This design comes from an exercise in tuning for small area and a short achievable clock period on the open sky130 flow, not from production work. Where RTL was checked, it was by simulation tests only, not by an equivalence proof against the original. Only the layout flow was run in runs 3 and 4; the RTL was not checked for function there. Power is estimated from default activity; no workload was simulated.

### flow/config.mk
export PLATFORM = sky130hd
export DESIGN_NAME = minifloat_unit
export DESIGN_NICKNAME = minifloat_unit
export VERILOG_FILES = /design/flow/design.v
export SDC_FILE = /design/flow/constraint.sdc
export NUM_CORES = 4
export LEC_CHECK = 0
export CAP_MARGIN = 20
export CORE_MARGIN = 2
export CORE_UTILIZATION = 40
export SLEW_MARGIN = 20
export SYNTH_HIERARCHICAL = 1
export SYNTH_MINIMUM_KEEP_SIZE = 0
### flow/constraint.sdc
create_clock -name core_clock -period 15.0 [get_ports {clk}]
set_input_delay 3.0000 -clock core_clock [delete_from_list [all_inputs] [get_ports {clk}]]
set_output_delay 3.0000 -clock core_clock [all_outputs]
set_load 0.01 [all_outputs]
### flow/design.v
module minifloat_unit (
    input  wire        clk,
    input  wire [4:0]  op,
    input  wire [31:0] a,
    input  wire [31:0] b,
    output wire [31:0] y,
    output wire [1:0]  st
);
    wire [7:0] p_d, q_d;
    wire [2:0] d_d;
    wire [4:0] tz_d;
    wire       or_d;
    mf_front u_front (.op(op), .a(a), .b(b[7:0]), .p(p_d), .q(q_d), .d(d_d),
                      .tz(tz_d), .or19_11(or_d));
    reg [4:0]  op_q;
    reg [7:0]  p_q;        
    reg [7:0]  q_q;        
    reg [2:0]  d_q;        
    reg [11:0] ahi_q;      
    reg [2:0]  amid_q;     
    reg        a16_q;      
    reg        or_q;       
    reg [4:0]  tz_q;       
    always @(posedge clk) begin
        op_q   <= op;
        p_q    <= p_d;
        q_q    <= q_d;
        d_q    <= d_d;
        ahi_q  <= a[31:20];
        amid_q <= a[10:8];
        a16_q  <= a[16];
        or_q   <= or_d;
        tz_q   <= tz_d;
    end
    wire [7:0] lo_d;
    wire [8:0] hi_d;
    wire [1:0] st_d;
    mf_core u_core (.op(op_q), .p(p_q), .q(q_q), .d(d_q), .ahi(ahi_q), .amid(amid_q),
                    .a16(a16_q), .or19_11(or_q), .tz(tz_q), .lo(lo_d), .hi(hi_d), .st(st_d));
    reg [7:0]  lo_q;
    reg [8:0]  hi_q;      
    reg [1:0]  st_q;
    always @(posedge clk) begin
        lo_q <= lo_d;
        hi_q <= hi_d;
        st_q <= st_d;
    end
    assign y  = {hi_q[8:7], {4{hi_q[6]}}, hi_q[5:0], 12'd0, lo_q};
    assign st = st_q;
endmodule
module mf_front (
    input  wire [4:0]  op,
    input  wire [31:0] a,
    input  wire [7:0]  b,
    output wire [7:0]  p,
    output wire [7:0]  q,
    output wire [2:0]  d,
    output wire [4:0]  tz,        
    output wire        or19_11
);
    wire       addsub = (op[4:1] == 4'b0110);
    wire [7:0] bn     = {b[7] ^ (addsub & op[0]), b[6:0]};
    wire       a_lt   = (a[6:4] < b[6:4]);
    wire       swap   = addsub & a_lt;
    assign p = swap ? bn : a[7:0];
    assign q = swap ? a[7:0] : bn;
    assign d = a_lt ? (b[6:4] - a[6:4]) : (a[6:4] - b[6:4]);
    assign or19_11 = |a[19:11];
    wire [31:0] g = {9'h1ff, a[22:0]};
    wire        z16 = ~|g[15:0];
    wire [15:0] h16 = z16 ? g[31:16] : g[15:0];
    wire        z8  = ~|h16[7:0];
    wire [7:0]  h8  = z8 ? h16[15:8] : h16[7:0];
    wire        z4  = ~|h8[3:0];
    wire [3:0]  h4  = z4 ? h8[7:4] : h8[3:0];
    wire        z2  = ~|h4[1:0];
    wire [1:0]  h2  = z2 ? h4[3:2] : h4[1:0];
    assign tz = {z16, z8, z4, z2, ~h2[0]};
endmodule
module mf_core (
    input  wire [4:0]  op,
    input  wire [7:0]  p,
    input  wire [7:0]  q,
    input  wire [2:0]  d,
    input  wire [11:0] ahi,       
    input  wire [2:0]  amid,      
    input  wire        a16,
    input  wire        or19_11,
    input  wire [4:0]  tz,
    output reg  [7:0]  lo,        
    output wire [8:0]  hi,        
    output reg  [1:0]  st
);
    wire op_norm = (op == 5'd10);
    wire op_mul  = (op == 5'd14);
    wire [3:0]  ml   = p[3:0];
    wire [10:0] xs   = {7'd0, q[3:0]} << d;
    wire        same = (p[7] == q[7]);
    wire        hi0  = (xs[10:4] == 7'd0);
    wire        sgt  = !hi0 || (xs[3:0] > ml);       
    wire        tie  = hi0 && (xs[3:0] == ml);
    wire [9:0]  sum  = xs[9:0] + {6'd0, ml};
    wire [9:0]  dif1 = xs[9:0] - {6'd0, ml};
    wire [3:0]  dif2 = ml - xs[3:0];
    wire [9:0]  add_m    = same ? sum : (sgt ? dif1 : {6'd0, dif2});
    wire        add_s    = same ? p[7] : (sgt ? q[7] : p[7]);
    wire        add_zero = !same && tie;
    wire [3:0] esum      = {1'b0, p[6:4]} + {1'b0, q[6:4]};
    wire       mul_s     = p[7] ^ q[7];
    wire [7:0] mul_p     = p[3:0] * q[3:0];
    wire       mul_under = (esum < 4'd2);
    wire       mul_sat   = (esum > 4'd8);
    wire [2:0] mul_e     = esum[2:0] - 3'd2;
    wire norm_big = (ahi[11:7] != 5'd0) || (ahi[3:0] != 4'd0) || or19_11 || amid[2];
    wire [2:0] n_e   = op_norm ? ahi[6:4] : (op_mul ? mul_e : p[6:4]);
    wire [9:0] n_m   = op_norm ? {amid[1:0], p} : (op_mul ? {2'd0, mul_p} : add_m);
    wire       n_sat = op_norm ? norm_big : (op_mul && mul_sat);
    reg  [2:0] k;
    reg  [3:0] mo;
    always @* begin
        casez (n_m)
            10'b1?????????: begin k = 3'd6; mo = n_m[9:6]; end
            10'b01????????: begin k = 3'd5; mo = n_m[8:5]; end
            10'b001???????: begin k = 3'd4; mo = n_m[7:4]; end
            10'b0001??????: begin k = 3'd3; mo = n_m[6:3]; end
            10'b00001?????: begin k = 3'd2; mo = n_m[5:2]; end
            10'b000001????: begin k = 3'd1; mo = n_m[4:1]; end
            default:        begin k = 3'd0; mo = n_m[3:0]; end
        endcase
    end
    wire       n_s = n_sat || (n_e == 3'd7) || (k > n_e);
    wire [6:0] n_y = n_s ? 7'h70 : {n_e - k, mo};
    wire       vs = p[7];
    wire [2:0] ve = p[6:4];
    wire [3:0] vm = p[3:0];
    reg  [1:0] lp;
    reg  [2:0] fr;
    always @* begin
        casez (vm)
            4'b1???: begin lp = 2'd3; fr = vm[2:0]; end
            4'b01??: begin lp = 2'd2; fr = {vm[1:0], 1'b0}; end
            4'b001?: begin lp = 2'd1; fr = {vm[0], 2'b0}; end
            default: begin lp = 2'd0; fr = 3'd0; end
        endcase
    end
    wire [7:0]  xexp   = 8'd125 + {5'd0, ve} + {6'd0, lp};
    wire [11:0] tof_hi = (vm == 4'd0) ? {vs, 11'd0} : {vs, xexp, fr};
    assign hi = (op == 5'd15) ? {tof_hi[11:10], tof_hi[9], tof_hi[5:0]} : 9'd0;
    wire       fs   = ahi[11];
    wire [7:0] fx   = ahi[10:3];
    wire [3:0] top  = {1'b1, ahi[2:0]};
    wire       xz   = (fx == 8'd0);
    wire       fz   = (tz == 5'd23);
    wire       xlo  = (fx < 8'd125);               
    wire       xhi  = (fx > 8'd147);               
    wire [4:0] u    = fx[4:0] + 5'd3;              
    wire [5:0] qp   = {1'b0, u} + {1'b0, tz};      
    wire       low  = xlo || (!xhi && (qp < 6'd23));
    wire       high = xhi || (qp > 6'd29);
    wire [2:0] eb   = qp[2:0] + 3'd1;              
    wire       tge  = (tz >= 5'd20);
    wire [3:0] mt   = top >> tz[1:0];              
    wire [2:0] c    = 3'd4 - tz[2:0];              
    wire [3:0] e2   = {1'b0, eb} - {1'b0, c};      
    wire       e2ok = (tz >= 5'd14) && !e2[3];
    wire [6:0] inr  = (high || !(tge || e2ok)) ? 7'h70 : (tge ? {eb, mt} : {e2[2:0], top});
    wire       xabs = xz ? !fz : low;
    wire [7:0] xy   = xz ? {fs, 7'd0} : {fs, inr};
    wire [1:0] ash  = 2'd0 - fx[1:0];              
    wire [6:0] alo  = xlo ? 7'd0 : ((fx <= 8'd128) ? {3'd0, top >> ash} : 7'h70);
    wire [7:0] ay   = xz ? {fs, 7'd0} : (low ? {fs, alo} : {fs, inr});
    always @* begin
        lo = 8'd0;
        st = 2'd0;
        case (op)
            5'd0:  lo = 8'd0;
            5'd1:  lo = 8'h21;
            5'd2:  lo = {a16, amid, p[3:0]};
            5'd3:  lo = {7'd0, p[7]};
            5'd4:  lo = {5'd0, p[6:4]};
            5'd5:  lo = {4'd0, p[3:0]};
            5'd6:  lo = {7'd0, p[7]};
            5'd7:  lo = {7'd0, ~p[7]};
            5'd8:  lo = (p[6:0] == 7'd0) ? 8'd0 : (p[7] ? 8'hFF : 8'h01);
            5'd9:  lo = {7'd0, (p == q)};
            5'd10: lo = {1'b0, n_y};
            5'd11: lo = p ^ 8'h80;
            5'd12, 5'd13: lo = add_zero ? 8'd0 : {add_s, n_y};
            5'd14: lo = mul_under ? {mul_s, 7'd0} : {mul_s, n_y};
            5'd15: lo = 8'd0;
            5'd16: begin
                if (xabs) st = 2'd1;
                else      lo = xy;
            end
            5'd17: lo = ay;
            default: st = 2'd2;
        endcase
    end
endmodule
### flow/flow/run.sh
#!/bin/bash
# Own layout flow: the standard ORFS flow (standard.sh) with three changes.
#  1. Synthesis is synth_recipe.tcl unchanged except that ABC maps the logic
#     with flow/abc.script (registers, flattening and renaming as standard).
#  2. Ports are buffered with sky130_fd_sc_hd__buf_1 instead of the delay
#     buffer buffer_ports picks by default.
#  3. Yosys maps adders to plain gates for ABC (no full/half-adder cells).
#  4. repair_timing aims at a setup margin of MARGIN ns, so that it works on
#     the datapath rather than stopping once the 15 ns clock is met.
# Each tool's full output stays in orfs/logs/; make's own output goes to
# make_finish.log in this folder.
set -euo pipefail
HERE=$(pwd)
MARGIN=$(cat flow/margin.txt)
{
  echo "proc abc {args} {"
  echo "  set i [lsearch -exact \$args -script]"
  echo "  if {\$i >= 0} { lset args [expr {\$i + 1}] $HERE/flow/abc.script }"
  echo "  yosys abc {*}\$args"
  echo "}"
  cat synth_recipe.tcl
} > my_synth.tcl
bash standard.sh SYNTH_SCRIPT=$HERE/my_synth.tcl SETUP_SLACK_MARGIN=$MARGIN \
  "BUFFER_PORTS_ARGS=-buffer_cell sky130_fd_sc_hd__buf_1" ADDER_MAP_FILE= finish > make_finish.log 2>&1
### flow/flow/abc.script
strash
dch
map -B 0.9
topo
stime -c
buffer -c
upsize -c
dnsize -c
### flow/flow/margin.txt
11
### flow/standard.sh
#!/bin/bash
# synth_recipe.tcl (not shown) runs the flow's synth.tcl, then flattens the netlist and writes it again
# the make line also repeats each setting of config.mk as NAME=value (left out here)
make -C /OpenROAD-flow-scripts/flow DESIGN_CONFIG=/design/flow/config.mk WORK_HOME=/design/flow/orfs CLKGATE_MAP_FILE= SYNTH_SCRIPT=/design/flow/synth_recipe.tcl "${@:-finish}"
==> flow_metrics.tcl, run 1 <==
set metrics [dict create \
    status "complete, no violations" \
    slew_viol_final 0 \
    endpoint_kind "flop" \
    fin_skew_ns 0.01014 \
    async_flop_share_pct 0 \
    crit_chain "buf_6 -> nor2_4 -> nand2_2 -> nor2_4 -> nand3_2 -> nand2_2 -> nor2_4 -> nand4_1 -> nand2_2 -> buf_6 -> a31oi_4 -> nor2b_1" \
    synth_top_area_share_pct 22.39 \
    synth.most_common_cell "nand2_1" \
    required_ns 15.26 \
    rsz0062_at_grt "yes" \
    grt_use_met1_pct 28.03 \
    drv_cap 0 \
    die-area_um2 15510 \
    grt_pass1_vias 5881 \
    cts.sinks 65 \
    worst-path-stages 12 \
    die_y_um 124.5 \
    overflow 0 \
    via_count 6389 \
    finalSetupViolCount 0 \
    worstRegToRegCells 19 \
    clock_latency_ns 0.32 \
    critPathKind "in -> reg" \
    ys_seq_area_share_pct 22.39 \
    yosysWarnings 8 \
    setup_tns_ns 0 \
    drive_gt1_share_pct 16.11 \
    grt_pass1_wl_mm 27.54 \
    area_growth_pct 16.65 \
    power_density_nw_per_um2 98.03 \
    cp_top_family "simple AND/OR/NAND/NOR gates" \
    irDropWorstVdd_v 0.00008869 \
    relSlewSlack_pct 50.68 \
    fin_crit_sh_pct 28.17 \
    core_area_um2 14370 \
    worst_hold_path.num_cells 2 \
    final_cells 1233 \
    cts.clk_slew.worst_paths_ns 0.06 \
    firstDrtPassIters 7 \
    crit_arrival_ns 4.49 \
    synth_common_cells "nand2_1, nor2_1, inv_1" \
    hold_path.class "reg -> reg" \
    floorplan.io_pins 104 \
    met2_usage_pct 35.04 \
    busiest_layer "met2" \
    start_util_pct 40.44 \
    drc 0 \
    rows 44 \
    final_util_pct 47.17 \
    routedWlPerCell_um 13.82 \
    synth.avg_cell_area_um2 5.935 \
    nets 1114 \
    die_x_um 124.5 \
    critPathLaunchType "input port" \
    synth-edff-count 0 \
    fmax_mhz 236.7 \
    cts_made_buffers 9 \
    grt_max_degree 29 \
    dp.cells 1205 \
    ctsLongestPathBuffers 2 \
    drt_wl_total_mm 17.04 \
    ys.flop_type "dfxtp_1" \
    ant_nets 0 \
    numPortBuffers 67 \
    grt_antenna_before_repair 0 \
    track_usage_pct 21.39 \
    dr.first_iter.drc_count 451 \
    synth_cell_types 59 \
    slowest_stage "nor2_4" \
    syn_area_um2 5811 \
    synth_cells 979 \
    use_met3_pct 3.351 \
    via_per_inst 5.182 \
    fill_cells 1497 \
    cts_max_level 3 \
    clock_tree.root_cell "clkbuf_16" \
    cp_num_buf_inv 2 \
    tightest_slew_ns 0.7345 \
    hold_viol_final 0 \
    synth-seq-cells 65 \
    p_leak_nw 3.353 \
    cp_max_fo 6 \
    hpwl_mm 13.53 \
    slowest_delay_ns 0.22 \
    fin_crit_ns 4.226 \
    synth_area_leaders "dfxtp_1, nand2_1, nor2_1" \
    diodes 0 \
    place_congestion 0.9336 \
    cts_tree "yes" \
    yosys.area.top_type "dfxtp_1" \
]
## through the flow
step | hold slack, ns | setup WS [ns] | power, mW | instance area [µm²]
global placement | 0.5529 | 10.35 | 0.4548 | 6172
detailed placement | 0.5537 | 10.33 | 0.4556 | 6172
floorplan | 0.4531 | 10.66 | 0.4059 | 5938
global route | 0.5714 | 10.68 | 0.7127 | 6778
finish | 0.5520 | 10.77 | 0.6644 | 6778
CTS | 0.5533 | 10.84 | 0.6609 | 6535
## state kept, by name, indices dropped and copies added (netlist names)
signal	cells
amid_q	3
ahi_q	12
st_q	2
or_q	1
d_q	3
a16_q	1
q_q	8
hi_q	9
p_q	8
tz_q	5
lo_q	8
op_q	5
## area by class of cell
type                            count  area, µm²  area share (%)
Tap cell                          184      230.2           3.397
Inverter                          125      474.2           6.996
Timing Repair Buffer               78      422.9           6.240
Sequential cell                    65       1301           19.20
Clock buffer                       11      232.7           3.434
Clock inverter                      5      56.30          0.8307
Multi-Input combinational cell    765       4060           59.90
## final timing paths
path | startpoint | endpoint | slack [ns]
worst min register to register | op_q[4]$_DFF_P_ | st_q[1]$_DFF_P_ | 0.55
worst max-delay path | a[4] | tz_q[1]$_DFF_P_ | 10.77
worst max register to register | op_q[1]$_DFF_P_ | lo_q[2]$_DFF_P_ | 11.63
worst min-delay path | op_q[4]$_DFF_P_ | st_q[1]$_DFF_P_ | 0.55
## timing repair
| action | CTS | global route |
|---|---|---|
| pin swaps | 16 | 25 |
| buffers inserted | 3 | 8 |
| hold buffers | 0 | 0 |
| endpoints found under the setup margin | 18 | 18 |
| cloned | 0 | 1 |
| resized for setup | 20 | 47 |
## layout by cell type (no fill, tap or decap), types with 12 or more instances in the layout
master and instances:
nand2_1 260, nand3_1 72, inv_1 108, buf_4 12, nand3_2 20, nor2_4 20
nand4_1 15, nor3_1 22, nand2_2 38, buf_1 50, inv_2 14, o21ai_1 16
a21oi_1 34, conb_1 12, o21ai_0 50, dfxtp_1 65, nor2_1 107
## per-layer routing
layer | part of all wire [%] | routed length, µm | vias up
li1 | - | - | 3305
met1 | 46 | 7766 | 2837
met2 | 45 | 7729 | 202
met3 | 5.3 | 910 | 45
met4 | 3.7 | 633 | 0
met5 | 0 | 0 | -
## Yosys stat by module (local to each module, per instance)
module,area [µm²],cells,flops+latches,copies in the design
mf_core,3606,747,0,1
minifloat_unit,1418,81,65,1
mf_front,787.0,151,0,1
## cell families (layout without fill, tap and decap cells)
kind of cell	count (synthesis)	count (layout)	synth area share, %
AOI/OAI and AO/OA	143	143	14.62
buffers and inverters	161	219	12.21
DFF	65	65	22.39
other	1	12	0.06454
xor gates and xnor gates	12	12	1.809
and+or+nand+nor	597	598	48.90
## tightest hold or removal path: stages, from the launching register on
cell and delay (ns):
dfxtp_1 0.37, o41ai_1 0.10, nor2_1 0.04
## power breakdown
| part | switching [mW] | leakage [nW] | internal (mW) |
|---|---|---|---|
| clock network | 0.0742 | 0.139 | 0.128 |
| logic | 0.175 | 2.67 | 0.0882 |
| registers | 0.0155 | 0.542 | 0.184 |
==> run 2, diff against run 1 <==
==> flow/flow/abc.script (replaced) <==
strash
balance
 rewrite
 refactor
 balance
 rewrite
 rewrite -z
 balance
 refactor -z
 rewrite -z
 balance
balance
 rewrite
 refactor
 balance
 rewrite
 rewrite -z
 balance
 refactor -z
 rewrite -z
 balance
dch -f
map -B 0.9
topo
buffer -c
upsize -c
dnsize -c
==> run 2 against run 1 <==
Still clean. Sequential cell count stayed put. Worst hold slack better by 0.019 ns. Clock power is 4% higher. Routed wire length is 7.0% lower. Setup slack better by 0.31 ns. Critical path type unchanged.
==> flow_metrics.tcl, run 2 <==
set metrics [dict create \
    status "complete, no violations" \
    swShare_pct 39.20 \
    synth.avg_cell_area_um2 5.984 \
    fin_skew_ns 0.006005 \
    hold_viol_final 0 \
    hold_path.class "reg -> reg" \
    pwr-share-comb_pct 36.1 \
    slew_viol_final 0 \
    floorplan.io_pins 104 \
    irDropWorstVdd_v 0.00006145 \
    worstRegToRegCells 23 \
    synth_cells 915 \
    cts_made_buffers 9 \
    ctsLongestPathBuffers 2 \
    p_sw_uw 250.2 \
    worst-r2r-setup-slack_ns 11.72 \
    fin_crit_sh_pct 26.08 \
    fmax_mhz 255.7 \
    critPathKind "in -> reg" \
    clock_latency_ns 0.34 \
    required_ns 15.27 \
    area_growth_pct 12.45 \
    yosys.area.top_type "dfxtp_1" \
    grt_max_degree 29 \
    crit_arrival_ns 4.19 \
    relSlewSlack_pct 50.19 \
    synth.most_common_cell "nand2_1" \
    largest_registers "ahi_q x12, hi_q x9" \
    drt_wl_total_mm 15.85 \
    p_leak_nw 3.045 \
    via_per_inst 5.186 \
    overflow 0 \
    start_util_pct 41.18 \
    numPortBuffers 67 \
    power_density_nw_per_um2 103.7 \
    dr.first_iter.drc_count 399 \
    die-area_um2 14640 \
    slowest_delay_ns 0.17 \
    ys_seq_area_share_pct 23.77 \
    diodes 0 \
    finalSetupViolCount 0 \
    via_count 5990 \
    critPathLaunchType "input port" \
    nets 1044 \
    drv_cap 0 \
    async_flop_share_pct 0 \
    cts_max_level 3 \
    hold_buffers 0 \
    yosysWarnings 8 \
    r2r-end "lo_q[6]$_DFF_P_" \
    synth_area_leaders "dfxtp_1, nand2_1, inv_1" \
    crit_end "tz_q[0]$_DFF_P_" \
    fin_crit_ns 3.912 \
    routedWlPerCell_um 13.73 \
    rows 42 \
    synth-seq-cells 65 \
    endpoint_kind "flop" \
    place_congestion 0.9208 \
    crit_top_cell "nand2_2" \
    grt_pass1_vias 5174 \
    r2r-start "p_q[1]$_DFF_P_" \
    cp_max_fo 8 \
    synth-edff-count 0 \
    grt_antenna_before_repair 0 \
    cts.clk_slew.worst_paths_ns 0.06 \
    top_register "ahi_q" \
    mostFrequentLayoutCell "nand2_1" \
    crit_chain "clkbuf_4 -> nor2_4 -> nand2_2 -> nor2_4 -> nand2_2 -> inv_2 -> nand2_2 -> nand2_2 -> nor2_4 -> nand3_1 -> nand2_1 -> a21oi_2" \
    core_area_um2 13300 \
    synth_common_cells "nand2_1, inv_1, nor2_1" \
    cts_tree "yes" \
    synth_top_area_share_pct 23.77 \
    largest_reg_flops 12 \
    final_util_pct 46.31 \
    layout_common_cells "nand2_1, inv_1, nor2_1" \
    ant_nets 0 \
    ys.flop_type "dfxtp_1" \
    slowest_stage "nor2_4" \
    tightest_slew_ns 0.7445 \
    setup_tns_ns 0 \
    drive_gt1_share_pct 12.56 \
    syn_area_um2 5475 \
    die_y_um 121.0 \
    synth_cell_types 50 \
    drc 0 \
    hpwl_mm 12.96 \
    crit_start "a[6]" \
    track_usage_pct 22.31 \
    cellInternalPower_uw 388.1 \
    pwr-share-seq_pct 31.0 \
    firstDrtPassIters 5 \
    clock_tree.root_cell "clkbuf_16" \
    cts.sinks 65 \
    grt_pass1_wl_mm 25.86 \
    rsz0062_at_grt "no" \
    die_x_um 121.0 \
    p_clk_share_pct 32.9 \
]
run 2: cell count changes after synthesis, moves of 6 or more:
| cell | previous run | this run |
|---|---|---|
| nor2_1 | 117 | 92 |
| o21ai_0 | 51 | 36 |
| nand2_1 | 269 | 257 |
| a21oi_1 | 36 | 45 |
| nand2_2 | 34 | 25 |
| nor3_1 | 22 | 14 |
| nand3_2 | 16 | 23 |
| nand4_1 | 15 | 9 |
run 2: repair_timing:
| item | in CTS | in global routing |
|---|---|---|
| gates resized for setup | 2 | 13 |
| pin swaps | 1 | 6 |
| setup buffers | 1 | 0 |
| gates cloned | 0 | 2 |
| endpoints found under the setup margin | 10 | 17 |
run 2: cell families after synthesis:
kind of cell / Yosys count / share of synthesized area [%]
adders and majority gates: 1 / 0.1828
other: 1 / 0.06849
buffers and inverters: 164 / 13.21
DFF: 65 / 23.77
xor gates and xnor gates: 12 / 1.920
and+or+nand+nor: 525 / 44.79
AOI/OAI and AO/OA: 147 / 16.07
run 2: metal layers:
layer  GRT usage, %  routed length (µm)  up-vias
met3          3.102                1118       19
met1          33.16                7721     2656
li1               -                   -     3089
met2          33.71                6798      226
met4          5.523                 214        0
met5              0                   0        -
run 2: cell type report:
type | count | area [µm²]
Clock buffer | 9 | 225.2
Clock inverter | 7 | 77.57
Timing Repair Buffer | 69 | 272.8
Inverter | 130 | 488.0
Fill cell | 1440 | 7138
Sequential cell | 65 | 1301
Tap cell | 176 | 220.2
Multi-Input combinational cell | 699 | 3572
run 2: per-module statistics from Yosys (local to each module, per instance):
module | cells | copies in the design
mf_core | 700 | 1
mf_front | 134 | 1
minifloat_unit | 81 | 1
run 2: per-stage QoR:
step / hold slack, ns / area, µm² / power (mW) / worst slack (ns) / instances
2_1_floorplan: 0.4556 / 5549 / 0.3791 / 10.92 / 926
3_3_place_gp: 0.5626 / 5793 / 0.4280 / 10.49 / 1136
3_5_place_dp: 0.5605 / 5793 / 0.4277 / 10.48 / 1136
5_1_grt: 0.6111 / 6157 / 0.6857 / 11.00 / 1155
6_report: 0.5707 / 6157 / 0.6382 / 11.09 / 1155
4_1_cts: 0.5701 / 6116 / 0.6414 / 11.03 / 1153
run 2: power by group through the flow:
stage	registers (mW)	logic, mW	clock network [mW]
floorplan	0.195	0.184	0
global placement	0.201	0.226	0
detailed placement	0.201	0.226	0
CTS	0.198	0.227	0.216
global route	0.199	0.262	0.225
finish	0.198	0.230	0.210
run 2: critical path: cells and delay by family:
| kind | cells | cell delay, ns |
|---|---|---|
| AOI/OAI and AO/OA | 1 | 0.12 |
| buffers and inverters | 2 | 0.26 |
| and+or+nand+nor | 9 | 0.80 |
run 2: worst min-delay path by stage:
stage                  startpoint         endpoint  slack (ns)  cells after the start
finish              a16_q$_DFF_P_  lo_q[7]$_DFF_P_        0.57                      2
global route        a16_q$_DFF_P_  lo_q[7]$_DFF_P_        0.61                      2
CTS                 a16_q$_DFF_P_  lo_q[7]$_DFF_P_        0.57                      2
detailed placement  a16_q$_DFF_P_  lo_q[7]$_DFF_P_        0.56                      2
global placement    a16_q$_DFF_P_  lo_q[7]$_DFF_P_        0.56                      2
floorplan           a16_q$_DFF_P_  lo_q[7]$_DFF_P_        0.46                      2
==> run 3, diff against run 2 <==
--- a/flow/design.v
+++ b/flow/design.v
@@ -6,15 +6,17 @@
     output wire [31:0] y,
     output wire [1:0]  st
 );
-    wire [7:0] p_d, q_d;
+    wire [7:0] q_d;
+    wire       lt_d;
     wire [2:0] d_d;
     wire [4:0] tz_d;
     wire       or_d;
-    mf_front u_front (.op(op), .a(a), .b(b[7:0]), .p(p_d), .q(q_d), .d(d_d),
+    mf_front u_front (.op(op), .a(a), .b(b[7:0]), .q(q_d), .lt(lt_d), .d(d_d),
                       .tz(tz_d), .or19_11(or_d));
     reg [4:0]  op_q;
     reg [7:0]  p_q;        
     reg [7:0]  q_q;        
+    reg        lt_q;       
     reg [2:0]  d_q;        
     reg [11:0] ahi_q;      
     reg [2:0]  amid_q;     
@@ -23,8 +25,9 @@
     reg [4:0]  tz_q;       
     always @(posedge clk) begin
         op_q   <= op;
-        p_q    <= p_d;
+        p_q    <= a[7:0];
         q_q    <= q_d;
+        lt_q   <= lt_d;
         d_q    <= d_d;
         ahi_q  <= a[31:20];
         amid_q <= a[10:8];
@@ -35,7 +38,7 @@
     wire [7:0] lo_d;
     wire [8:0] hi_d;
     wire [1:0] st_d;
-    mf_core u_core (.op(op_q), .p(p_q), .q(q_q), .d(d_q), .ahi(ahi_q), .amid(amid_q),
+    mf_core u_core (.op(op_q), .p(p_q), .q(q_q), .lt(lt_q), .d(d_q), .ahi(ahi_q), .amid(amid_q),
                     .a16(a16_q), .or19_11(or_q), .tz(tz_q), .lo(lo_d), .hi(hi_d), .st(st_d));
     reg [7:0]  lo_q;
     reg [8:0]  hi_q;      
@@ -52,35 +55,46 @@
     input  wire [4:0]  op,
     input  wire [31:0] a,
     input  wire [7:0]  b,
-    output wire [7:0]  p,
-    output wire [7:0]  q,
-    output wire [2:0]  d,
+    output wire [7:0]  q,         
+    output wire        lt,        
+    output wire [2:0]  d,         
     output wire [4:0]  tz,        
     output wire        or19_11
 );
-    wire       addsub = (op[4:1] == 4'b0110);
-    wire [7:0] bn     = {b[7] ^ (addsub & op[0]), b[6:0]};
-    wire       a_lt   = (a[6:4] < b[6:4]);
-    wire       swap   = addsub & a_lt;
-    assign p = swap ? bn : a[7:0];
-    assign q = swap ? a[7:0] : bn;
-    assign d = a_lt ? (b[6:4] - a[6:4]) : (a[6:4] - b[6:4]);
+    assign q  = {b[7] ^ (op == 5'd13), b[6:0]};
+    assign lt = (a[6:4] < b[6:4]);
+    assign d  = lt ? (b[6:4] - a[6:4]) : (a[6:4] - b[6:4]);
     assign or19_11 = |a[19:11];
-    wire [31:0] g = {9'h1ff, a[22:0]};
-    wire        z16 = ~|g[15:0];
-    wire [15:0] h16 = z16 ? g[31:16] : g[15:0];
-    wire        z8  = ~|h16[7:0];
-    wire [7:0]  h8  = z8 ? h16[15:8] : h16[7:0];
-    wire        z4  = ~|h8[3:0];
-    wire [3:0]  h4  = z4 ? h8[7:4] : h8[3:0];
-    wire        z2  = ~|h4[1:0];
-    wire [1:0]  h2  = z2 ? h4[3:2] : h4[1:0];
-    assign tz = {z16, z8, z4, z2, ~h2[0]};
+    wire [23:0] g = {1'b1, a[22:0]};
+    wire [5:0]  z;                   
+    wire [11:0] l;                   
+    genvar i;
+    generate
+        for (i = 0; i < 6; i = i + 1) begin : grp
+            wire [3:0] w = g[4*i+3:4*i];
+            assign z[i]         = ~|w;
+            assign l[2*i+1]     = ~w[0] & ~w[1];
+            assign l[2*i]       = ~w[0] & (w[1] | ~w[2]);
+        end
+    endgenerate
+    wire [5:0] first = {z[4] & z[3] & z[2] & z[1] & z[0],
+                        ~z[4] & z[3] & z[2] & z[1] & z[0],
+                        ~z[3] & z[2] & z[1] & z[0],
+                        ~z[2] & z[1] & z[0],
+                        ~z[1] & z[0],
+                        ~z[0]};
+    assign tz[4]   = z[3] & z[2] & z[1] & z[0];
+    assign tz[3]   = z[1] & z[0] & ~(z[2] & z[3]);
+    assign tz[2]   = first[1] | first[3] | first[5];
+    assign tz[1:0] = ({2{first[0]}} & l[1:0])  | ({2{first[1]}} & l[3:2])  |
+                     ({2{first[2]}} & l[5:4])  | ({2{first[3]}} & l[7:6])  |
+                     ({2{first[4]}} & l[9:8])  | ({2{first[5]}} & l[11:10]);
 endmodule
 module mf_core (
     input  wire [4:0]  op,
     input  wire [7:0]  p,
     input  wire [7:0]  q,
+    input  wire        lt,
     input  wire [2:0]  d,
     input  wire [11:0] ahi,       
     input  wire [2:0]  amid,      
@@ -93,8 +107,10 @@
 );
     wire op_norm = (op == 5'd10);
     wire op_mul  = (op == 5'd14);
-    wire [3:0]  ml   = p[3:0];
-    wire [10:0] xs   = {7'd0, q[3:0]} << d;
+    wire [7:0]  v_l   = lt ? q : p;                   
+    wire [7:0]  v_s  = lt ? p : q;                   
+    wire [3:0]  ml   = v_l[3:0];
+    wire [10:0] xs   = {7'd0, v_s[3:0]} << d;
     wire        same = (p[7] == q[7]);
     wire        hi0  = (xs[10:4] == 7'd0);
     wire        sgt  = !hi0 || (xs[3:0] > ml);       
@@ -103,7 +119,7 @@
     wire [9:0]  dif1 = xs[9:0] - {6'd0, ml};
     wire [3:0]  dif2 = ml - xs[3:0];
     wire [9:0]  add_m    = same ? sum : (sgt ? dif1 : {6'd0, dif2});
-    wire        add_s    = same ? p[7] : (sgt ? q[7] : p[7]);
+    wire        add_s    = same ? p[7] : (sgt ? v_s[7] : v_l[7]);
     wire        add_zero = !same && tie;
     wire [3:0] esum      = {1'b0, p[6:4]} + {1'b0, q[6:4]};
     wire       mul_s     = p[7] ^ q[7];
@@ -112,7 +128,7 @@
     wire       mul_sat   = (esum > 4'd8);
     wire [2:0] mul_e     = esum[2:0] - 3'd2;
     wire norm_big = (ahi[11:7] != 5'd0) || (ahi[3:0] != 4'd0) || or19_11 || amid[2];
-    wire [2:0] n_e   = op_norm ? ahi[6:4] : (op_mul ? mul_e : p[6:4]);
+    wire [2:0] n_e   = op_norm ? ahi[6:4] : (op_mul ? mul_e : v_l[6:4]);
     wire [9:0] n_m   = op_norm ? {amid[1:0], p} : (op_mul ? {2'd0, mul_p} : add_m);
     wire       n_sat = op_norm ? norm_big : (op_mul && mul_sat);
     reg  [2:0] k;
==> flow/flow/margin.txt (replaced) <==
11.2
==> run 3 against run 2 <==
Via count decreased by 2.0%. Sequential power increased by 2%. Sequential share of layout area increased by 0.45 points. Critical path depth decreased by 11. Setup slack improved by 0.099 ns. Synthesized cell count increased by 1.4%. Maximum frequency increased by 2.6%. Global-route usage decreased by 0.66 points. Design area increased by 0.81%. Clock power about the same. Non-clock buffer count unchanged.
==> flow_metrics.tcl, run 3 <==
set metrics [dict create \
    synth.avg_cell_area_um2 5.988 \
    async_flop_share_pct 0 \
    drive_gt1_share_pct 12.56 \
    min_from "a16_q$_DFF_P_" \
    synth_common_cells "nand2_1, inv_1, nor2_1" \
    cts_max_level 3 \
    via_count 5872 \
    place_congestion 0.9205 \
    yosysWarnings 8 \
    endpoint_kind "output pin" \
    cts.sinks 66 \
    synth-seq-cells 66 \
    cts_made_buffers 9 \
    grt_antenna_before_repair 0 \
    cts_tree "yes" \
    synth-edff-count 0 \
    drc 0 \
    firstDrtPassIters 5 \
    drt_wl_total_mm 15.52 \
    slew_viol_final 0 \
    synth.most_common_cell "nand2_1" \
    worst_hold_path.num_cells 2 \
    fin_crit_ns 3.812 \
    grt_pass1_wl_mm 25.65 \
    p_leak_nw 3.184 \
    critPathLaunchType "flop" \
    power_uw 661.2 \
    largest_registers "ahi_q x12, hi_q x9" \
    setup_tns_ns 0 \
    worst-r2r-setup-slack_ns 11.68 \
    synth_cells 928 \
    numPortBuffers 67 \
    crit_chain "buf_6" \
    top_register "ahi_q" \
    status "complete, no violations" \
    ys.flop_type "dfxtp_1" \
    dp.cells 1151 \
    clock_latency_ns 0.34 \
    relSlewSlack_pct 47.30 \
    grt_max_degree 19 \
    hold_viol_final 0 \
    required_ns 12.00 \
    ctsLongestPathBuffers 2 \
    hold_path.class "reg -> reg" \
    crit_arrival_ns 0.81 \
    place_ws_ns 11.01 \
    start_util_pct 40.50 \
    fin_skew_ns 0.006957 \
    mostFrequentLayoutCell "nand2_1" \
    synth_cell_types 55 \
    dr.first_iter.drc_count 464 \
    cp_num_buf_inv 1 \
    track_usage_pct 21.65 \
    diodes 0 \
    r2r-start "d_q[0]$_DFF_P_" \
    clock_tree.root_cell "clkbuf_16" \
    slowest_delay_ns 0.36 \
    critPathKind "reg -> out" \
    hold_end "lo_q[7]$_DFF_P_" \
    grt_pass1_vias 5441 \
    ant_nets 0 \
    slowest_stage "dfxtp_4" \
    cp_top_family "flip-flops" \
    final_cells 1167 \
    final_util_pct 45.24 \
    rsz0062_at_grt "yes" \
    core_area_um2 13720 \
    via_per_inst 5.032 \
    rows 43 \
    floorplan.io_pins 104 \
    fin_crit_sh_pct 25.41 \
    yosys.area.top_type "dfxtp_1" \
    die_x_um 121.9 \
    irDropWorstVdd_v 0.00006202 \
    routedWlPerCell_um 13.29 \
    die-area_um2 14850 \
    hpwl_mm 12.62 \
    die_y_um 121.9 \
    fmax_mhz 262.3 \
    finalSetupViolCount 0 \
    r2r-end "lo_q[3]$_DFF_P_" \
    finalWorstSetupSlack_ns 11.19 \
    tightest_slew_ns 0.7905 \
    area_growth_pct 11.71 \
    drv_cap 0 \
    ys_seq_area_share_pct 23.78 \
    synth_top_area_share_pct 23.78 \
    syn_area_um2 5557 \
    cp_max_fo 4 \
    worstRegToRegCells 23 \
    overflow 0 \
    power_density_nw_per_um2 106.5 \
    largest_reg_flops 12 \
    layout_common_cells "nand2_1, inv_1, nor2_1" \
    cts.clk_slew.worst_paths_ns 0.06 \
    cts_setup_buffers 0 \
    nets 1052 \
    synth_area_leaders "dfxtp_1, nand2_1, inv_1" \
]
## run 3: changes by cell type after synthesis, sizes merged, moves of 3 or more
cell | before | now
a21oi | 47 | 34
inv | 130 | 139
nand4 | 11 | 19
nor2 | 102 | 110
nand3 | 95 | 88
o21ai | 50 | 55
buf | 30 | 34
a21o | 0 | 3
a31oi | 10 | 7
nor4 | 9 | 6
## run 3: cells by family (layout without fill, tap and decap cells)
group | count (synthesis) | count (layout) | synth area share (%)
simple gates | 528 | 528 | 43.95
buf+inv | 178 | 226 | 14.37
compound gates | 139 | 139 | 15.27
flops | 66 | 66 | 23.78
xor+xnor | 14 | 14 | 2.207
fa+ha+maj | 2 | 2 | 0.3603
other cells | 1 | 12 | 0.06749
## run 3: how the worst max path moves through the flow
stage,start,end,slack [ns],depth (start not counted)
2_1_floorplan,b[4],d_q[2]$_DFF_P_,11.34,6
3_5_place_dp,a[4],tz_q[3]$_DFF_P_,11.01,4
5_1_grt,hi_q[6]$_DFF_P_,y[28],11.17,1
6_report,hi_q[6]$_DFF_P_,y[27],11.19,1
4_1_cts,hi_q[6]$_DFF_P_,y[29],11.20,1
3_3_place_gp,a[13],tz_q[2]$_DFF_P_,11.01,7
## run 3: power breakdown
group,total [mW],internal [mW],switching (mW)
Combinational,0.246,0.0819,0.164
Clock,0.213,0.133,0.0797
Sequential,0.202,0.186,0.0158
Total,0.661,0.401,0.260
## run 3: repair_timing
item                                    in CTS  in global routing
endpoints found under the hold margin        0                  0
resized for setup                           14                 27
endpoints found under the setup margin      12                 25
hold buffers                                 0                  0
cloned                                       0                  0
## run 3: final cells by class
type	count	area [µm²]
Fill cell	1492	7512
Multi-Input combinational cell	695	3478
Sequential cell	66	1340
Inverter	141	534.3
Timing Repair Buffer	69	325.3
Clock buffer	10	239.0
Tap cell	180	225.2
Clock inverter	6	65.06
## run 3: per-module statistics from Yosys, one instance, submodules excluded
module / copies in the design / area (µm²)
mf_front: 1 / 516.7
mf_core: 1 / 3602
minifloat_unit: 1 / 1438
## run 3: metrics by stage
stage	cell area, µm²	hold slack, ns
finish	6207	0.5334
global route	6207	0.5403
CTS	6147	0.5307
detailed placement	5826	0.5250
global placement	5826	0.5261
floorplan	5598	0.4457
## run 3: layer usage
layer  up-vias  share of wire, %  global-route usage [%]
met4         0               2.2                   7.112
met1      2559                46                   29.06
met5         -                 0                       0
met3        28               5.2                   2.715
met2       206                46                   36.00
li1       3079                 -                       -
==> run 4, diff against run 3 <==
==> flow/flow/run.sh (replaced) <==
#!/bin/bash
# Own layout flow: the standard ORFS flow (standard.sh) with these changes.
#  1. Synthesis is synth_recipe.tcl unchanged except that ABC maps the
#     request-stage module mf_front with flow/abc_front.script and the rest
#     with flow/abc.script (registers, flattening and renaming as standard).
#  2. Ports are buffered with sky130_fd_sc_hd__buf_1 instead of the delay
#     buffer buffer_ports picks by default.
#  3. Yosys maps adders to plain gates for ABC (no full/half-adder cells).
#  4. repair_timing aims at a setup margin of flow/margin.txt ns, so that it
#     works on the datapath rather than stopping once the 15 ns clock is met.
# Each tool's full output stays in orfs/logs/; make's own output goes to
# make_finish.log in this folder.
set -euo pipefail
HERE=$(pwd)
MARGIN=$(cat flow/margin.txt)
cat > my_synth.tcl <<EOT
proc abc {args} {
  set i [lsearch -exact \$args -script]
  set front \$args
  lset front [expr {\$i + 1}] $HERE/flow/abc_front.script
  yosys abc {*}\$front mf_front
  set rest \$args
  lset rest [expr {\$i + 1}] $HERE/flow/abc.script
  yosys abc {*}\$rest
}
EOT
cat synth_recipe.tcl >> my_synth.tcl
bash standard.sh SYNTH_SCRIPT=$HERE/my_synth.tcl SETUP_SLACK_MARGIN=$MARGIN \
  "BUFFER_PORTS_ARGS=-buffer_cell sky130_fd_sc_hd__buf_1" ADDER_MAP_FILE= finish > make_finish.log 2>&1
--- a/flow/flow/abc.script
+++ b/flow/flow/abc.script
@@ -22,6 +22,3 @@
 dch -f
 map -B 0.9
 topo
-buffer -c
-upsize -c
-dnsize -c
==> flow/flow/abc_front.script (new file) <==
strash
balance
 rewrite
 refactor
 balance
 rewrite
 rewrite -z
 balance
 refactor -z
 rewrite -z
 balance
balance
 rewrite
 refactor
 balance
 rewrite
 rewrite -z
 balance
 refactor -z
 rewrite -z
 balance
dch -f
map -B 0.9
topo
buffer -c
upsize -c
dnsize -c
==> run 4 against run 3 <==
Maximum frequency grew 0.43%. Sequential share of layout area grew 0.53 points. Setup slack gained 0.016 ns. Core utilization grew 2.9 points. Sequential power is essentially flat. Area after synthesis shrank 5.7%. Non-clock buffer count grew 8. Total power grew 0.54%. Critical path depth is the same. Via count shrank 0.17%. Synthesized cell count shrank 1.6%.
==> flow_metrics.tcl, run 4 <==
set metrics [dict create \
    drt_wl_total_mm 15.42 \
    synth-seq-cells 66 \
    required_ns 12.00 \
    crit_chain "buf_2" \
    synth.avg_cell_area_um2 5.741 \
    nets 1060 \
    crit_arrival_ns 0.80 \
    synth_compound_area_share_pct 15.83 \
    overflow 0 \
    synth_top_area_share_pct 25.21 \
    hold_buffers 0 \
    firstDrtPassIters 6 \
    synth-edff-count 0 \
    cts_made_buffers 9 \
    synth-simple-area-share_pct 42.92 \
    critPathKind "reg -> out" \
    synth_top_family_by_area "simple AND/OR/NAND/NOR gates" \
    track_usage_pct 22.35 \
    grt_max_degree 19 \
    p_clk_share_pct 34.2 \
    relSlewSlack_pct 46.67 \
    ys.flop_type "dfxtp_1" \
    finalSetupViolCount 0 \
    setup_tns_ns 0 \
    dr.first_iter.drc_count 414 \
    slew_viol_final 0 \
    fin_crit_sh_pct 25.31 \
    core_area_um2 12720 \
    place_congestion 0.8990 \
    cellInternalPower_uw 415.9 \
    synthXorXnorAreaFrac_pct 2.339 \
    yosys.area_share.adder_pct 0.3820 \
    rows 41 \
    critPathLaunchType "flop" \
    syn_area_um2 5241 \
    drive_gt1_share_pct 10.35 \
    slowest_stage "dfxtp_2" \
    grt_antenna_before_repair 0 \
    tightest_slew_ns 0.7799 \
    p_sw_uw 248.9 \
    via_count 5862 \
    routedWlPerCell_um 13.21 \
    mostFrequentLayoutCell "nand2_1" \
    start_util_pct 41.20 \
    yosysWarnings 8 \
    slowest_delay_ns 0.34 \
    cts_max_level 3 \
    ant_nets 0 \
    holdWs_ns 0.5254 \
    synth_area_leaders "dfxtp_1, nand2_1, clkinv_1" \
    synth_cells 913 \
    cts.clk_slew.worst_paths_ns 0.05 \
    die-area_um2 14040 \
    largest_reg_flops 12 \
    numPortBuffers 67 \
    drv_cap 0 \
    cts.sinks 66 \
    fin_crit_ns 3.796 \
    die_x_um 118.5 \
    fin_area_um2 6121 \
    pwr-share-comb_pct 35.6 \
    ctsLongestPathBuffers 2 \
    pwr-share-seq_pct 30.2 \
    die_y_um 118.5 \
    status "complete, no violations" \
    cp_max_fo 4 \
    cts_tree "yes" \
    clock_latency_ns 0.34 \
    grt_pass1_vias 5330 \
    synth.area.mux_share_pct 0 \
    fmax_mhz 263.4 \
    endpoint_kind "output pin" \
    diodes 0 \
    clock_tree.root_cell "clkbuf_16" \
    async_flop_share_pct 0 \
    power_density_nw_per_um2 108.6 \
    cp_num_buf_inv 1 \
    cp_top_family "flip-flops" \
    area_growth_pct 16.78 \
    hold_viol_final 0 \
    dpl_cell_area_um2 5599 \
    top_register "ahi_q" \
    rsz0062_at_grt "yes" \
    p_leak_nw 2.811 \
    fin_skew_ns 0.004398 \
    largest_registers "ahi_q x12, hi_q x9" \
    via_per_inst 5.023 \
    floorplan.io_pins 104 \
    hpwl_mm 12.47 \
    yosys.area.top_type "dfxtp_1" \
    hold_path.class "reg -> reg" \
    synth_cell_types 46 \
    fill_cells 1441 \
    irDropWorstVdd_v 0.00008340 \
    synth.most_common_cell "nand2_1" \
    synth_common_cells "nand2_1, clkinv_1, nor2_1" \
    layout_common_cells "nand2_1, clkinv_1, nor2_1" \
    final_util_pct 48.11 \
    drc 0 \
    ys_seq_area_share_pct 25.21 \
    swShare_pct 37.44 \
    grt_pass1_wl_mm 25.67 \
]
## run 4: kinds of logic (layout without fill, tap and decap cells)
logic type / count (synthesis) / after routing
simple gates: 528 / 528
compound gates: 139 / 139
fa+ha+maj: 2 / 2
other cells: 1 / 12
buf+inv: 163 / 234
flops: 66 / 66
xor+xnor: 14 / 14
## run 4: worst paths after layout
check	start	end	cells after the start	slack, ns
max	hi_q[6]$_DFF_P_	y[27]	1	11.20
min	op_q[1]$_DFF_P_	st_q[1]$_DFF_P_	2	0.53
min reg2reg	op_q[1]$_DFF_P_	st_q[1]$_DFF_P_	2	0.53
max reg2reg	lt_q$_DFF_P_	lo_q[5]$_DFF_P_	25	11.55
## run 4: routing by layer
metal	wire [µm]	vias to the layer above	track usage, %
li1	-	3117	-
met1	7785	2557	33.33
met2	6524	170	33.74
met3	910	18	3.475
met4	199	0	4.836
met5	0	-	0
## run 4: layout make-up
class | instances | area (µm²) | share of cell area (%)
multi-input cells | 695 | 3322 | 54.27
clock buffers | 10 | 239.0 | 3.904
clock inverters | 6 | 90.09 | 1.472
repair buffers | 77 | 366.6 | 5.989
well taps | 172 | 215.2 | 3.516
inverters | 141 | 534.3 | 8.729
flip-flops and latches | 66 | 1354 | 22.12
## run 4: power by group through the flow
stage	Sequential (mW)	Combinational (mW)	Clock, mW
6_report	0.201	0.237	0.227
5_1_grt	0.202	0.274	0.240
4_1_cts	0.201	0.222	0.231
3_5_place_dp	0.205	0.220	0
3_3_place_gp	0.204	0.220	0
2_1_floorplan	0.200	0.174	0
## run 4: through the flow
stage	std cells	power, mW	setup slack (ns)
after floorplan	924	0.3745	11.34
after global placement	1143	0.4243	10.65
final	1167	0.6648	11.20
after CTS	1159	0.6541	11.20
after global routing	1167	0.7165	11.15
after detailed placement	1143	0.4250	10.68
## run 4: Yosys stat by module (local to each module, per instance)
module          flops+latches  cells  times used  area, µm²
mf_front                    0    104           1      516.7
mf_core                     0    727           1       3287
minifloat_unit             66     82           1       1438
## run 4: what timing repair did
| item | in CTS | in global routing |
|---|---|---|
| pin swaps | 0 | 1 |
| setup buffers | 0 | 8 |
| resized for setup | 22 | 48 |
| setup endpoints to repair | 18 | 26 |
| endpoints found under the hold margin | 0 | 0 |
==> run 5, diff against run 4 <==
--- a/flow/design.v
+++ b/flow/design.v
@@ -6,18 +6,12 @@
     output wire [31:0] y,
     output wire [1:0]  st
 );
-    wire [7:0] q_d;
-    wire       lt_d;
-    wire [2:0] d_d;
-    wire [4:0] tz_d;
-    wire       or_d;
-    mf_front u_front (.op(op), .a(a), .b(b[7:0]), .q(q_d), .lt(lt_d), .d(d_d),
-                      .tz(tz_d), .or19_11(or_d));
+    wire [11:0] ahi_d;
+    wire [4:0]  tz_d;
+    wire        or_d;
+    mf_front u_front (.op(op), .a(a), .b(b[7:0]), .ahi(ahi_d), .tz(tz_d), .or19_11(or_d));
     reg [4:0]  op_q;
     reg [7:0]  p_q;        
-    reg [7:0]  q_q;        
-    reg        lt_q;       
-    reg [2:0]  d_q;        
     reg [11:0] ahi_q;      
     reg [2:0]  amid_q;     
     reg        a16_q;      
@@ -26,10 +20,7 @@
     always @(posedge clk) begin
         op_q   <= op;
         p_q    <= a[7:0];
-        q_q    <= q_d;
-        lt_q   <= lt_d;
-        d_q    <= d_d;
-        ahi_q  <= a[31:20];
+        ahi_q  <= ahi_d;
         amid_q <= a[10:8];
         a16_q  <= a[16];
         or_q   <= or_d;
@@ -38,7 +29,7 @@
     wire [7:0] lo_d;
     wire [8:0] hi_d;
     wire [1:0] st_d;
-    mf_core u_core (.op(op_q), .p(p_q), .q(q_q), .lt(lt_q), .d(d_q), .ahi(ahi_q), .amid(amid_q),
+    mf_core u_core (.op(op_q), .p(p_q), .q(ahi_q[11:4]), .lt(ahi_q[3]), .d(ahi_q[2:0]), .ahi(ahi_q), .amid(amid_q),
                     .a16(a16_q), .or19_11(or_q), .tz(tz_q), .lo(lo_d), .hi(hi_d), .st(st_d));
     reg [7:0]  lo_q;
     reg [8:0]  hi_q;      
@@ -55,15 +46,15 @@
     input  wire [4:0]  op,
     input  wire [31:0] a,
     input  wire [7:0]  b,
-    output wire [7:0]  q,         
-    output wire        lt,        
-    output wire [2:0]  d,         
+    output wire [11:0] ahi,       
     output wire [4:0]  tz,        
     output wire        or19_11
 );
-    assign q  = {b[7] ^ (op == 5'd13), b[6:0]};
-    assign lt = (a[6:4] < b[6:4]);
-    assign d  = lt ? (b[6:4] - a[6:4]) : (a[6:4] - b[6:4]);
+    wire       vv = (op == 5'd9) || (op[4:2] == 3'b011 && op[1:0] != 2'b11);
+    wire [7:0] q  = {b[7] ^ (op == 5'd13), b[6:0]};
+    wire       lt = (a[6:4] < b[6:4]);
+    wire [2:0] d  = lt ? (b[6:4] - a[6:4]) : (a[6:4] - b[6:4]);
+    assign ahi = vv ? {q, lt, d} : a[31:20];
     assign or19_11 = |a[19:11];
     wire [23:0] g = {1'b1, a[22:0]};
     wire [5:0]  z;                   
--- a/flow/flow/abc.script
+++ b/flow/flow/abc.script
@@ -22,3 +22,6 @@
 dch -f
 map -B 0.9
 topo
+buffer -c
+upsize -c
+dnsize -c
--- a/flow/config.mk
+++ b/flow/config.mk
@@ -7,7 +7,10 @@
 export LEC_CHECK = 0
 export CAP_MARGIN = 20
 export CORE_MARGIN = 2
-export CORE_UTILIZATION = 40
+export CORE_UTILIZATION = 55
+export CTS_BUF_LIST = sky130_fd_sc_hd__clkbuf_4 sky130_fd_sc_hd__clkbuf_8
+export CTS_CLUSTER_DIAMETER = 60
+export CTS_CLUSTER_SIZE = 24
 export SLEW_MARGIN = 20
 export SYNTH_HIERARCHICAL = 1
 export SYNTH_MINIMUM_KEEP_SIZE = 0
==> run 5 against run 4 <==
Cell count shrank 2.7%. Critical path depth is the same. Clock skew grew 0.0079 ns. Register-to-register slack is essentially flat. Synthesized cell count grew 3.3%. Global-route usage grew 8.7 points. Routed wire length grew 9.7%. Die area shrank 23%. Sequential share of layout area shrank 3.9 points.
==> flow_metrics.tcl, run 5 <==
set metrics [dict create \
    crit_arrival_ns 0.82 \
    required_ns 12.00 \
    yosysWarnings 8 \
    regArea_um2 1100 \
    die-area_um2 10790 \
    die_x_um 103.9 \
    hold_end "lo_q[7]$_DFF_P_" \
    ant_nets 0 \
    overflow 0 \
    pwr-share-seq_pct 32.3 \
    diodes 0 \
    synth-seq-cells 54 \
    async_flop_share_pct 0 \
    setup_tns_ns 0 \
    hold_viol_final 0 \
    floorplan.io_pins 104 \
    drive_gt1_share_pct 14.47 \
    p_leak_nw 3.116 \
    die_y_um 103.9 \
    tightest_slew_ns 0.6942 \
    layout_common_cells "nand2_1, inv_1, nor2_1" \
    largest_reg_flops 12 \
    synth_cell_types 58 \
    multiInputGateArea_um2 3707 \
    critPathKind "reg -> out" \
    ys.flop_type "dfxtp_1" \
    cts.sinks 54 \
    fin_crit_ns 3.821 \
    status "complete, no violations" \
    dpl_cell_area_um2 5749 \
    holdWs_ns 0.5997 \
    synth_common_cells "nand2_1, inv_1, nor2_1" \
    min_from "a16_q$_DFF_P_" \
    synth.most_common_cell "nand2_1" \
    core_area_um2 9729 \
    slowest_stage "dfxtp_4" \
    clock_tree.root_cell "clkbuf_8" \
    ys_seq_area_share_pct 19.71 \
    nets 1071 \
    top_register "ahi_q" \
    irDropWorstVdd_v 0.00008082 \
    rows 36 \
    rsz0062_at_grt "yes" \
    clock_latency_ns 0.32 \
    hpwl_mm 13.67 \
    worst_hold_path.num_cells 3 \
    grt_pass1_wl_mm 27.30 \
    cts_max_level 2 \
    yosys.area.top_type "nand2_1" \
    crit_chain "buf_6" \
    synth_top_area_share_pct 19.98 \
    drt_wl_total_mm 16.92 \
    swShare_pct 42.54 \
    slowest_delay_ns 0.39 \
    critPathLaunchType "flop" \
    cp_num_buf_inv 1 \
    synth_cells 943 \
    grt_antenna_before_repair 0 \
    slew_viol_final 0 \
    p_clk_share_pct 22.7 \
    p_sw_uw 223.7 \
    cp_top_family "flip-flops" \
    dr.first_iter.drc_count 539 \
    ctsLongestPathBuffers 2 \
    fmax_mhz 261.7 \
    pwr-share-comb_pct 45.0 \
    cellInternalPower_uw 302.1 \
    routedWlPerCell_um 14.91 \
    place_congestion 0.9384 \
    mostFrequentLayoutCell "nand2_1" \
    hold_path.class "reg -> reg" \
    numPortBuffers 67 \
    cp_max_fo 4 \
    cts_tree "yes" \
    track_usage_pct 31.00 \
    power_uw 525.8 \
    drc 0 \
    finalWorstSetupSlack_ns 11.18 \
    largest_registers "ahi_q x12, hi_q x9" \
    hold_buffers 0 \
    fill_cells 998 \
    via_count 6351 \
    worstRegToRegCells 25 \
    endpoint_kind "output pin" \
    fin_crit_sh_pct 25.47 \
    synth.avg_cell_area_um2 5.817 \
    syn_area_um2 5485 \
    area_growth_pct 9.786 \
    drv_cap 0 \
    via_per_inst 5.596 \
    power_density_nw_per_um2 87.32 \
    firstDrtPassIters 5 \
    r2r-start "ahi_q[6]$_DFF_P_" \
    grt_max_degree 26 \
    fin_skew_ns 0.01226 \
    r2r-end "lo_q[5]$_DFF_P_" \
    start_util_pct 56.38 \
    place_ws_ns 10.83 \
    finalSetupViolCount 0 \
    grt_pass1_vias 5815 \
    relSlewSlack_pct 53.55 \
    fin_area_um2 6022 \
    worst-r2r-setup-slack_ns 11.54 \
    synth_area_leaders "nand2_1, dfxtp_1, inv_1" \
    cts_made_buffers 5 \
    cts.clk_slew.worst_paths_ns 0.10 \
    synth-edff-count 0 \
]
-- run 5: final cells by class --
type	instances	share of cell area [%]
repair buffers	70	6.150
flip-flops and latches	54	18.26
multi-input cells	728	61.56
clock inverters	2	0.9973
inverters	142	8.893
well taps	133	2.763
clock buffers	6	1.371
-- run 5: worst max path at each step --
stage,start,to,cells after the start
CTS,hi_q[6]$_DFF_P_,y[29],1
finish,hi_q[6]$_DFF_P_,y[26],1
floorplan,op[1],ahi_q[10]$_DFF_P_,9
global route,hi_q[6]$_DFF_P_,y[26],1
detailed placement,op[2],ahi_q[9]$_DFF_P_,8
global placement,op[2],ahi_q[9]$_DFF_P_,8
-- run 5: kinds of logic (layout without fill, tap and decap cells) --
logic type	Yosys count	in the layout	synth area share (%)
flip-flops	54	54	19.71
AO/OA/AOI/OAI	142	142	16.24
other	1	12	0.06837
buffers and inverters	172	220	13.46
adder cells (fa/ha/maj)	1	1	0.1825
AND/OR/NAND/NOR	560	560	48.27
XOR/XNOR	13	13	2.076
-- run 5: power groups by stage --
stage          combinational (mW)  sequential, mW  clock (mW)
2_1_floorplan               0.187           0.164           0
3_3_place_gp                0.222           0.172           0
3_5_place_dp                0.228           0.172           0
4_1_cts                     0.230           0.169       0.121
5_1_grt                     0.265           0.171       0.126
6_report                    0.236           0.170       0.119
-- run 5: what timing repair did --
item,CTS,global route
buffers inserted,2,0
pin swaps,1,0
endpoints found under the hold margin,0,0
setup endpoints to repair,20,25
resized for setup,18,28
-- run 5: per-stage QoR --
step                instances  util (%)
finish                   1135     61.90
global route             1135     61.90
CTS                      1135     61.18
detailed placement       1125     59.09
global placement         1125     59.09
floorplan                 954         -
-- run 5: metal layers --
layer	wire (µm)	vias to the layer above	track usage, %
li1	-	3157	-
met1	7381	2831	40.98
met2	7508	319	50.61
met3	1496	44	5.326
met4	533	0	11.68
met5	0	-	0
-- run 5: per-module statistics from Yosys (local to each module, per instance) --
module	cells inside	flops+latches	copies in the design
mf_front	134	0	1
mf_core	739	0	1
minifloat_unit	70	54	1
==> run 6, diff against run 5 <==
--- a/flow/flow/abc.script
+++ b/flow/flow/abc.script
@@ -21,6 +21,7 @@
  balance
 dch -f
 map -B 0.9
+amap
 topo
 buffer -c
 upsize -c
==> run 6 against run 5 <==
Combinational power rose by about 10%. Total power rose by 0.74%. Sequential power barely moved. Routed wire length rose by 4.0%. Cell count fell by 13%.
==> flow_metrics.tcl, run 6 <==
set metrics [dict create \
    hold_viol_final 0 \
    synth_cell_types 70 \
    ys_seq_area_share_pct 22.09 \
    final_cells 986 \
    tightest_slew_ns 0.7775 \
    rsz0062_at_grt "yes" \
    die-area_um2 9668 \
    dr.first_iter.drc_count 457 \
    synth-edff-count 0 \
    crit_end "lo_q[4]$_DFF_P_" \
    cp_max_fo 8 \
    synth-seq-cells 54 \
    endpoint_kind "flop" \
    core_area_um2 8678 \
    use_met3_pct 4.868 \
    cts.sinks 54 \
    grt_antenna_before_repair 0 \
    numPortBuffers 67 \
    synth.most_common_cell "nor2_1" \
    place_congestion 0.9970 \
    top_register "ahi_q" \
    hpwl_mm 12.53 \
    area_growth_pct 24.52 \
    drc 0 \
    power_uw 529.7 \
    holdWs_ns 0.5499 \
    routedWlPerCell_um 17.84 \
    floorplan.io_pins 104 \
    min_from "amid_q[2]$_DFF_P_" \
    drt_wl_total_mm 17.59 \
    r2r-end "lo_q[4]$_DFF_P_" \
    fin_crit_sh_pct 30.32 \
    grt_max_degree 20 \
    relSlewSlack_pct 48.17 \
    fin_skew_ns 0.004699 \
    hold_path.class "reg -> reg" \
    syn_area_um2 4893 \
    via_count 6106 \
    layout_common_cells "nor2_1, inv_1, nand2_1" \
    nets 947 \
    rows 34 \
    cts_made_buffers 5 \
    largest_reg_flops 12 \
    drive_gt1_share_pct 23.58 \
    diodes 0 \
    async_flop_share_pct 0 \
    start_util_pct 56.39 \
    grt_use_met1_pct 46.58 \
    ctsLongestPathBuffers 2 \
    largest_registers "ahi_q x12, hi_q x9" \
    synth_common_cells "nor2_1, inv_1, nand2_1" \
    required_ns 15.18 \
    cts_max_level 2 \
    critPathKind "reg -> reg" \
    mostFrequentLayoutCell "nor2_1" \
    die_y_um 98.33 \
    crit_arrival_ns 4.73 \
    via_per_inst 6.193 \
    r2r-start "ahi_q[3]$_DFF_P_" \
    fin_area_um2 6093 \
    drv_cap 0 \
    fmax_mhz 219.9 \
    cts.clk_slew.worst_paths_ns 0.09 \
    grt_pass1_wl_mm 28.12 \
    synth_top_area_share_pct 22.09 \
    clock_latency_ns 0.30 \
    finalSetupViolCount 0 \
    busiest_layer "met2" \
    slew_viol_final 0 \
    power_density_nw_per_um2 86.93 \
    ant_nets 0 \
    yosysWarnings 8 \
    firstDrtPassIters 5 \
    met2_usage_pct 58.24 \
    worstRegToRegCells 26 \
    worst-r2r-setup-slack_ns 10.45 \
    setup_tns_ns 0 \
    synth_area_leaders "dfxtp_1, nor2_1, inv_1" \
    status "complete, no violations" \
    synth_cells 775 \
    die_x_um 98.33 \
    ys.flop_type "dfxtp_1" \
    crit_start "ahi_q[3]$_DFF_P_" \
    dp.cells 935 \
    cts_tree "yes" \
    p_leak_nw 2.563 \
    irDropWorstVdd_v 0.00005076 \
    synth.avg_cell_area_um2 6.314 \
    critPathLaunchType "flop" \
    overflow 0 \
    yosys.area.top_type "dfxtp_1" \
    track_usage_pct 35.56 \
    fin_crit_ns 4.548 \
    dpl_cell_area_um2 5204 \
    grt_pass1_vias 5647 \
    clock_tree.root_cell "clkbuf_8" \
    fill_cells 796 \
]
## run 6: cell count changes in the layout (fill, tap and decap cells not counted), sizes merged, moves of 6 or more
cell	delta
inv	-30
o22ai	+21
a21oi	+21
nand2	-231
nand4	-12
or4	+7
nand3	-63
nor2b	+6
nor3	+22
nor2	+45
o221ai	+9
xor2	-10
buf	+39
or3	+9
## run 6: what timing repair did
| action | 4_1_cts | 5_1_grt |
|---|---|---|
| gates resized for setup | 82 | 40 |
| setup buffers | 39 | 4 |
| hold buffers | 0 | 0 |
| pin swaps | 30 | 10 |
| setup endpoints to repair | 18 | 22 |
## run 6: logic make-up after synthesis
kind of cell           synth area share [%]
XOR/XNOR                             0.1790
other                               0.07663
flip-flops                            22.09
AO/OA/AOI/OAI                         30.56
buffers and inverters                 12.58
AND/OR/NAND/NOR                       34.52
## run 6: worst min path at each step
stage	slack [ns]	to	cells past startpoint
after floorplan	0.46	lo_q[5]$_DFF_P_	2
after global placement	0.54	lo_q[6]$_DFF_P_	2
after detailed placement	0.54	lo_q[6]$_DFF_P_	2
after CTS	0.56	lo_q[6]$_DFF_P_	2
after global routing	0.59	lo_q[6]$_DFF_P_	2
final	0.55	lo_q[6]$_DFF_P_	2
## run 6: layout make-up
class,instances,area (µm²),area share (%)
Multi-Input combinational cell,590,3612,59.28
Sequential cell,54,1120,18.38
Timing Repair Buffer,112,655.6,10.76
Inverter,114,449.2,7.372
Tap cell,108,135.1,2.218
Clock buffer,6,82.58,1.355
Clock inverter,2,38.79,0.6366
## run 6: modules after synthesis, one instance, submodules excluded
| module | flip-flops and latches | cell area (µm²) | times used | cells |
|---|---|---|---|---|
| mf_front | 0 | 644.4 | 1 | 134 |
| mf_core | 0 | 3052 | 1 | 571 |
| minifloat_unit | 54 | 1197 | 1 | 70 |
## run 6: metrics by stage
step           worst slack (ns)  util, %
3_3_place_gp              9.993    59.96
2_1_floorplan             11.02        -
4_1_cts                   10.67    67.95
6_report                  10.45    70.21
5_1_grt                   10.20    70.21
3_5_place_dp              9.896    59.96
## run 6: per-layer routing
metal | wire length (µm) | share of wire, %
met5 | 0 | 0
met2 | 8145 | 46
met4 | 823 | 4.7
met1 | 7070 | 40
met3 | 1554 | 8.8
## run 6: power by group
group          switching, mW  internal, mW  leakage [nW]
logic                  0.158         0.102          2.05
clock network         0.0474        0.0549        0.0618
registers             0.0154         0.152         0.452
## run 6: critical path, stage by stage (launching register included)
cell      delay, ns
dfxtp_4        0.41
buf_12         0.13
a22oi_2        0.08
o21a_1         0.20
or3_4          0.35
nor2b_4        0.15
nor2_4         0.05
o22a_1         0.25
nor2_2         0.17
a211oi_2       0.07
or3_4          0.37
nor3_4         0.15
a211oi_2       0.06
o311ai_2       0.27
o21ai_2        0.14
buf_6          0.16
inv_2          0.05
nor2_2         0.05
nor3_4         0.22
nor2_2         0.08
nor2_1         0.13
nor2_1         0.06
nor2_2         0.13
nor2_2         0.06
or2_4          0.29
a211oi_2       0.19
o221ai_1       0.14

-- re-timing with driven ports --
Ports are ideal in the flow. The routed layouts listed here were re-timed in OpenROAD. Step 1 sets driving cells, clkbuf_16 on the clock port and buf_2 on the other inputs (assumed; they add their load-dependent delay and slew). Step 2 times the ports against the registers' clock, not the clock port: input delays grow and output delays shrink by t, the midpoint of the rising clock arrivals with the driver on. a / b / c = ideal / step 1 / step 2; a / b = the first two.
| run | t, ns | setup WS [ns] | worst setup path at the end | slew at the worst register clock pin (ns) |
|---|---|---|---|---|
| run 1 | 0.356 | 10.775 / 10.772 / 10.416 | input to register | 0.06 / 0.06 |
| run 2 | 0.373 | 11.088 / 11.107 / 10.734 | input to register | 0.06 / 0.06 |
| run 3 | 0.367 | 11.188 / 11.153 / 11.015 | input to register | 0.06 / 0.06 |
| run 4 | 0.371 | 11.204 / 11.166 / 11.048 | input to register | 0.06 / 0.06 |
| run 5 | 0.350 | 11.179 / 11.146 / 10.952 | input to register | 0.10 / 0.10 |
| run 6 | 0.334 | 10.452 / 10.452 / 10.452 | register to register | 0.10 / 0.10 |
After both steps every run listed still meets setup and hold. For run 1, which loses most, drivers alone change the setup slack by -0.003 ns; drivers and shift together by -0.359 ns.
